Source: an optimization exercise on an open RTL-to-GDS flow (aim: small area). Production flows keep margins and buffers that such runs may drop.
RTL that was checked went through simulation tests only; none was proved equivalent to the original.
No activity file was given, so power comes from the tool's default toggle rates.

Design gen2_tx_core, start of the top module:
module gen2_tx_core (
    input  wire        clk,
    input  wire        rst,
    input  wire        op_valid,
    output wire        op_ready,
    input  wire [2:0]  op,
    input  wire [31:0] sample_rate,
    input  wire [31:0] dac_rate,
    input  wire        select_enabled,
    input  wire [7:0]  q_param,
    input  wire [15:0] mask_count,
    input  wire [31:0] cap,
    input  wire [15:0] n_in,
    input  wire [15:0] in_bits,
    input  wire [5:0]  reg_num,
    input  wire [31:0] reg_wdata,
    input  wire        mc_valid,
    output wire        mc_ready,
    input  wire [7:0]  mc_char,
    output reg         rsp_valid,
    output reg  [3:0]  status,
    output wire [31:0] written,
    output wire [15:0] consumed,
    output wire [31:0] rdata,
    output wire [31:0] rpt_nq,
    output wire [31:0] rpt_round,
    output wire [31:0] rpt_slot,
    output wire        smp_valid,
    output wire        smp_data,
    input  wire        smp_ready
);
Settings: LEC_CHECK=0, CAP_MARGIN=20, CORE_MARGIN=2, CORE_UTILIZATION=70, SLEW_MARGIN=20; clock period 15.0 ns.
standard.sh (not shown) runs the stock make flow with config.mk's settings and CLKGATE_MAP_FILE= SYNTH_SCRIPT=/design/flow/synth_recipe.tcl, a recipe that flattens the netlist after the stock synthesis.
==> flow/flow/run.sh <==
#!/bin/bash
# The standard layout (standard.sh, standard synthesis unchanged) with
# these changes:
#  - ports are buffered with the smallest buffer (buf_1);
#  - buffers that ABC inserted during synthesis are removed at floorplan,
#    then the combinational logic is remapped for area with OpenROAD's
#    restructure (registers are not touched), using the platform library
#    without the cells the platform marks don't-use;
#  - the clock tree is built from clkbuf_4 in clusters of 10, without
#    dummy loads.
# Output: standard_flow.log (make and every tool it runs), lib_filter.log;
# ORFS also keeps each step's log under orfs/logs.
set -euo pipefail
mkdir -p rmp
python3 flow/lib_filter.py "$FLOW_HOME/platforms/sky130hd/lib/sky130_fd_sc_hd__tt_025C_1v80.lib" \
  "$FLOW_HOME/platforms/sky130hd/config.mk" rmp/filtered.lib > lib_filter.log 2>&1
export RMP_LIB="$PWD/rmp/filtered.lib"
export BUFFER_PORTS_ARGS="-buffer_cell sky130_fd_sc_hd__buf_1"
export REMOVE_ABC_BUFFERS=1
export POST_FLOORPLAN_TCL="$PWD/flow/post_floorplan.tcl"
export CTS_ARGS="-sink_clustering_enable -repair_clock_nets -dont_use_dummy_load -buf_list sky130_fd_sc_hd__clkbuf_4 -sink_clustering_size 10 -sink_clustering_max_diameter 45"
bash standard.sh > standard_flow.log 2>&1
Other scripts of this flow, unchanged in this note and not shown: flow/flow/lib_filter.py, flow/flow/post_floorplan.tcl
Rerun with:
CORE_UTILIZATION = 40   (was 70)
Effect: Power grows by 1.7%; sequential cell count does not change; sequential power is about the same; wire length shrinks by 0.79%; register-to-register slack gets better by 100 ps; global-route usage shrinks by 16 points; clock skew grows by 9.0 ps; worst setup slack gets worse by 170 ps.
Rerun with:
CORE_UTILIZATION = 60   (was 40)
Combinational power drops by 3.1%; setup slack improves by 9.9 ps; sequential power hardly moves; hold slack improves by 26 ps; utilization climbs by 20 points; final area drops by 1.6%; via count climbs by 0.58%; final cell count drops by 7.9%; fmax hardly moves.

== run A ==
gen2_tx_core, a different RTL version from the one above (not shown whole).
For scale: about 28000 um2 of cells after synthesis.
==> flow/config.mk <==
export PLATFORM = sky130hd
export DESIGN_NAME = gen2_tx_core
export DESIGN_NICKNAME = gen2_tx_core
export VERILOG_FILES = /design/flow/design.v
export SDC_FILE = /design/flow/constraint.sdc
export NUM_CORES = 4
export LEC_CHECK = 0
export CAP_MARGIN = 20
export CORE_MARGIN = 2
export CORE_UTILIZATION = 40
export SLEW_MARGIN = 20
==> flow/constraint.sdc <==
create_clock -name core_clock -period 15.0 [get_ports {clk}]
set_input_delay 3.0000 -clock core_clock [delete_from_list [all_inputs] [get_ports {clk}]]
set_output_delay 3.0000 -clock core_clock [all_outputs]
set_load 0.01 [all_outputs]
==> flow/flow/run.sh <==
#!/bin/bash
# The standard layout (standard.sh, standard synthesis unchanged) with
# these changes:
#  - ports are buffered with the smallest buffer (buf_1);
#  - buffers that ABC inserted during synthesis are removed at floorplan,
#    then the combinational logic is remapped for area with OpenROAD's
#    restructure (registers are not touched), using the platform library
#    without the cells the platform marks don't-use;
#  - the clock tree is built from clkbuf_4 in clusters of 8, without
#    dummy loads.
# Output: standard_flow.log (make and every tool it runs), lib_filter.log;
# ORFS also keeps each step's log under orfs/logs.
set -euo pipefail
mkdir -p rmp
python3 flow/lib_filter.py "$FLOW_HOME/platforms/sky130hd/lib/sky130_fd_sc_hd__tt_025C_1v80.lib" \
  "$FLOW_HOME/platforms/sky130hd/config.mk" rmp/filtered.lib > lib_filter.log 2>&1
export RMP_LIB="$PWD/rmp/filtered.lib"
export BUFFER_PORTS_ARGS="-buffer_cell sky130_fd_sc_hd__buf_1"
export REMOVE_ABC_BUFFERS=1
export POST_FLOORPLAN_TCL="$PWD/flow/post_floorplan.tcl"
export CTS_ARGS="-sink_clustering_enable -repair_clock_nets -dont_use_dummy_load -buf_list sky130_fd_sc_hd__clkbuf_4 -sink_clustering_size 8 -sink_clustering_max_diameter 40"
bash standard.sh > standard_flow.log 2>&1
Other scripts of this flow, unchanged in this note and not shown: flow/flow/lib_filter.py, flow/flow/post_floorplan.tcl
What run B does differently from run A at the input level:
-- flow/flow/run.sh --
<<< run A, line 9
#  - the clock tree is built from clkbuf_4 in clusters of 8, without
>>> run B, line 9
#  - the clock tree is built from clkbuf_16 in clusters of 30, without
<<< run A, line 21
export CTS_ARGS="-sink_clustering_enable -repair_clock_nets -dont_use_dummy_load -buf_list sky130_fd_sc_hd__clkbuf_4 -sink_clustering_size 8 -sink_clustering_max_diameter 40"
>>> run B, line 21
export CTS_ARGS="-sink_clustering_enable -repair_clock_nets -dont_use_dummy_load -buf_list sky130_fd_sc_hd__clkbuf_16 -sink_clustering_size 30 -sink_clustering_max_diameter 80"
Results
Diff run A and run B: clock network power share higher in run B. Routed wire length sits lower in run B than in run A. Summary of run B over run A: final cell count without fillers saw a decrease, utilization saw little to no change. Going from run A to run B, synthesized cell count did not really move; clock-pin slew on the worst setup and hold paths increased 30 ps; half-perimeter wire length after detailed placement flat.
Input changes introduced in run C (baseline for comparison: run B):
-- flow/flow/run.sh --
<<< run B, line 9
#  - the clock tree is built from clkbuf_16 in clusters of 30, without
>>> run C, line 9
#  - the clock tree is built from clkbuf_8 in clusters of 16, without
<<< run B, line 21
export CTS_ARGS="-sink_clustering_enable -repair_clock_nets -dont_use_dummy_load -buf_list sky130_fd_sc_hd__clkbuf_16 -sink_clustering_size 30 -sink_clustering_max_diameter 80"
>>> run C, line 21
export CTS_ARGS="-sink_clustering_enable -repair_clock_nets -dont_use_dummy_load -buf_list sky130_fd_sc_hd__clkbuf_8 -sink_clustering_size 16 -sink_clustering_max_diameter 50"
[summary]
Run C: done, clean on timing, DRC and antenna
Relative to run B, iteration-0 DRC count of the detailed router has increased by 1.6% in run C.
Total wirelength of the detailed-routed design: run C > run B
Taking run B as the reference, in run C clock buffer and inverter area fraction after layout saw an increase; global-route usage saw an increase.
met1 track demand over resource for run C is higher than for run B.
For share of cell area taken by flip-flops and latches, run C and run B come out practically identical.
| design area | run B vs run C | ≈ equal |
Function was not checked in any run of this note: the RTL went through the layout flow alone.

onyx:
Another version of the RTL of gen2_tx_core (not shown whole).
Size: roughly 690 flip-flops, ~390 I/O pins, roughly 29,000 sq um of cells after synthesis.
## gen2_tx_core
module gen2_tx_core (
    input  wire        clk,
    input  wire        rst,
    input  wire        op_valid,
    output wire        op_ready,
    input  wire [2:0]  op,
    input  wire [31:0] sample_rate,
    input  wire [31:0] dac_rate,
    input  wire        select_enabled,
    input  wire [7:0]  q_param,
    input  wire [15:0] mask_count,
    input  wire [31:0] cap,
    input  wire [15:0] n_in,
    input  wire [15:0] in_bits,
    input  wire [5:0]  reg_num,
    input  wire [31:0] reg_wdata,
    input  wire        mc_valid,
    output wire        mc_ready,
    input  wire [7:0]  mc_char,
    output reg         rsp_valid,
    output reg  [3:0]  status,
    output wire [31:0] written,
    output wire [15:0] consumed,
    output wire [31:0] rdata,
    output wire [31:0] rpt_nq,
    output wire [31:0] rpt_round,
    output wire [31:0] rpt_slot,
    output wire        smp_valid,
    output wire        smp_data,
    input  wire        smp_ready
);
==> flow/config.mk <==
export PLATFORM = sky130hd
export DESIGN_NAME = gen2_tx_core
export DESIGN_NICKNAME = gen2_tx_core
export VERILOG_FILES = /design/flow/design.v
export SDC_FILE = /design/flow/constraint.sdc
export NUM_CORES = 4
export LEC_CHECK = 0
export CAP_MARGIN = 20
export CORE_MARGIN = 2
export CORE_UTILIZATION = 40
export SLEW_MARGIN = 20
==> flow/constraint.sdc <==
create_clock -name core_clock -period 15.0 [get_ports {clk}]
set_input_delay 3.0000 -clock core_clock [delete_from_list [all_inputs] [get_ports {clk}]]
set_output_delay 3.0000 -clock core_clock [all_outputs]
set_load 0.01 [all_outputs]
==> flow/flow/run.sh <==
#!/bin/bash
# The standard layout (standard.sh, standard synthesis unchanged) with
# these changes:
#  - ports are buffered with the smallest buffer (buf_1);
#  - buffers that ABC inserted during synthesis are removed at floorplan,
#    then the combinational logic is remapped for area with OpenROAD's
#    restructure (registers are not touched), using the platform library
#    without the cells the platform marks don't-use;
#  - the clock tree is built from clkbuf_4 in clusters of 8, without
#    dummy loads.
# Output: standard_flow.log (make and every tool it runs), lib_filter.log;
# ORFS also keeps each step's log under orfs/logs.
set -euo pipefail
mkdir -p rmp
python3 flow/lib_filter.py "$FLOW_HOME/platforms/sky130hd/lib/sky130_fd_sc_hd__tt_025C_1v80.lib" \
  "$FLOW_HOME/platforms/sky130hd/config.mk" rmp/filtered.lib > lib_filter.log 2>&1
export RMP_LIB="$PWD/rmp/filtered.lib"
export BUFFER_PORTS_ARGS="-buffer_cell sky130_fd_sc_hd__buf_1"
export REMOVE_ABC_BUFFERS=1
export POST_FLOORPLAN_TCL="$PWD/flow/post_floorplan.tcl"
export CTS_ARGS="-sink_clustering_enable -repair_clock_nets -dont_use_dummy_load -buf_list sky130_fd_sc_hd__clkbuf_4 -sink_clustering_size 8 -sink_clustering_max_diameter 40"
bash standard.sh > standard_flow.log 2>&1
Other scripts of this flow, unchanged in this note and not shown: flow/flow/lib_filter.py, flow/flow/post_floorplan.tcl
Modified inputs, amber compared to onyx
-- flow/flow/run.sh --
<<< onyx, line 9
#  - the clock tree is built from clkbuf_4 in clusters of 8, without
>>> amber, line 9
#  - the clock tree is built from clkbuf_4 in clusters of 10, without
<<< onyx, line 21
export CTS_ARGS="-sink_clustering_enable -repair_clock_nets -dont_use_dummy_load -buf_list sky130_fd_sc_hd__clkbuf_4 -sink_clustering_size 8 -sink_clustering_max_diameter 40"
>>> amber, line 21
export CTS_ARGS="-sink_clustering_enable -repair_clock_nets -dont_use_dummy_load -buf_list sky130_fd_sc_hd__clkbuf_4 -sink_clustering_size 10 -sink_clustering_max_diameter 45"
==> comparison <==
amber | stages: all done | timing, DRC, antenna: all pass. Worst slew slack as a fraction of its limit delta for amber relative to onyx: 4.1 points higher. [compare] base=onyx new=amber: transition at the pin with the smallest max-transition slack lower; routed wire length roughly the same. Comparing onyx with amber, the critical path depth came out essentially unchanged. On amber: least setup slack across all paths after layout is 35 ps higher than what onyx gave. Going from onyx to amber, fmax rose about 0.43%; number of tap cells inserted ~0 delta. The final reports for amber and onyx show sequential group share of total power higher in the former. [compare] base=onyx new=amber: portion of netlist area occupied by mux cells stayed essentially flat, global-route wire length before repair stayed essentially flat.
Relative to amber, the following input files were edited for ember:
-- flow/flow/run.sh --
<<< amber, line 9
#  - the clock tree is built from clkbuf_4 in clusters of 10, without
>>> ember, line 9
#  - the clock tree is built from clkbuf_4 in clusters of 9, without
<<< amber, line 21
export CTS_ARGS="-sink_clustering_enable -repair_clock_nets -dont_use_dummy_load -buf_list sky130_fd_sc_hd__clkbuf_4 -sink_clustering_size 10 -sink_clustering_max_diameter 45"
>>> ember, line 21
export CTS_ARGS="-sink_clustering_enable -repair_clock_nets -dont_use_dummy_load -buf_list sky130_fd_sc_hd__clkbuf_4 -sink_clustering_size 9 -sink_clustering_max_diameter 45"
## What came out
- Looking at worst stage delay on the critical path, ember sits 20 ps below amber.
- Going from amber to ember, first-pass GRT wire length comparable; total number of vias now larger; internal cell power now larger; initial antenna violation count now larger; highest clock frequency the design can meet comparable.
- Diff amber -> ember: clock share of power now sits higher; worst setup slack fell 21 ps.
Function was not checked in any run of this note: the RTL went through the layout flow alone.

afterwards: timing with drivers on the ports:
Ports are ideal in the flow. The routed layouts listed here were re-timed in OpenROAD.
Step 1 (the two cells are an assumption about what drives the block):
set clk [get_ports {clk}]
set_driving_cell -lib_cell sky130_fd_sc_hd__clkbuf_16 $clk
set_driving_cell -lib_cell sky130_fd_sc_hd__buf_2 [delete_from_list [all_inputs] $clk]
Step 2, shift: input delay + t, output delay - t, t = (earliest + latest rising clock arrival at the registers) / 2. This alone moves slack from input paths to output paths.
Slacks: ideal ports / drivers / drivers and shift; pairs: ideal ports / drivers.
| run | t, ns | setup WS [ns] | clock arrival spread, ns |
|---|---|---|---|
| the first run of note 1 | 0.851 | 7.230 / 7.179 / 7.602 | 0.136 / 0.135 |
| the second run of note 1 | 0.880 | 7.062 / 7.004 / 7.703 | 0.130 / 0.130 |
| the third run of note 1 | 0.834 | 7.072 / 7.024 / 7.746 | 0.089 / 0.089 |
| run A | 0.906 | 6.231 / 6.174 / 7.080 | 0.200 / 0.200 |
| run B | 0.627 | 6.501 / 6.437 / 7.064 | 0.112 / 0.113 |
| run C | 0.706 | 6.440 / 6.382 / 7.087 | 0.117 / 0.117 |
| onyx | 0.892 | 6.764 / 6.707 / 7.150 | 0.141 / 0.141 |
| amber | 0.878 | 6.799 / 6.732 / 7.129 | 0.142 / 0.142 |
| ember | 0.888 | 6.777 / 6.718 / 7.187 | 0.124 / 0.124 |
After both steps every run listed still meets setup and hold.
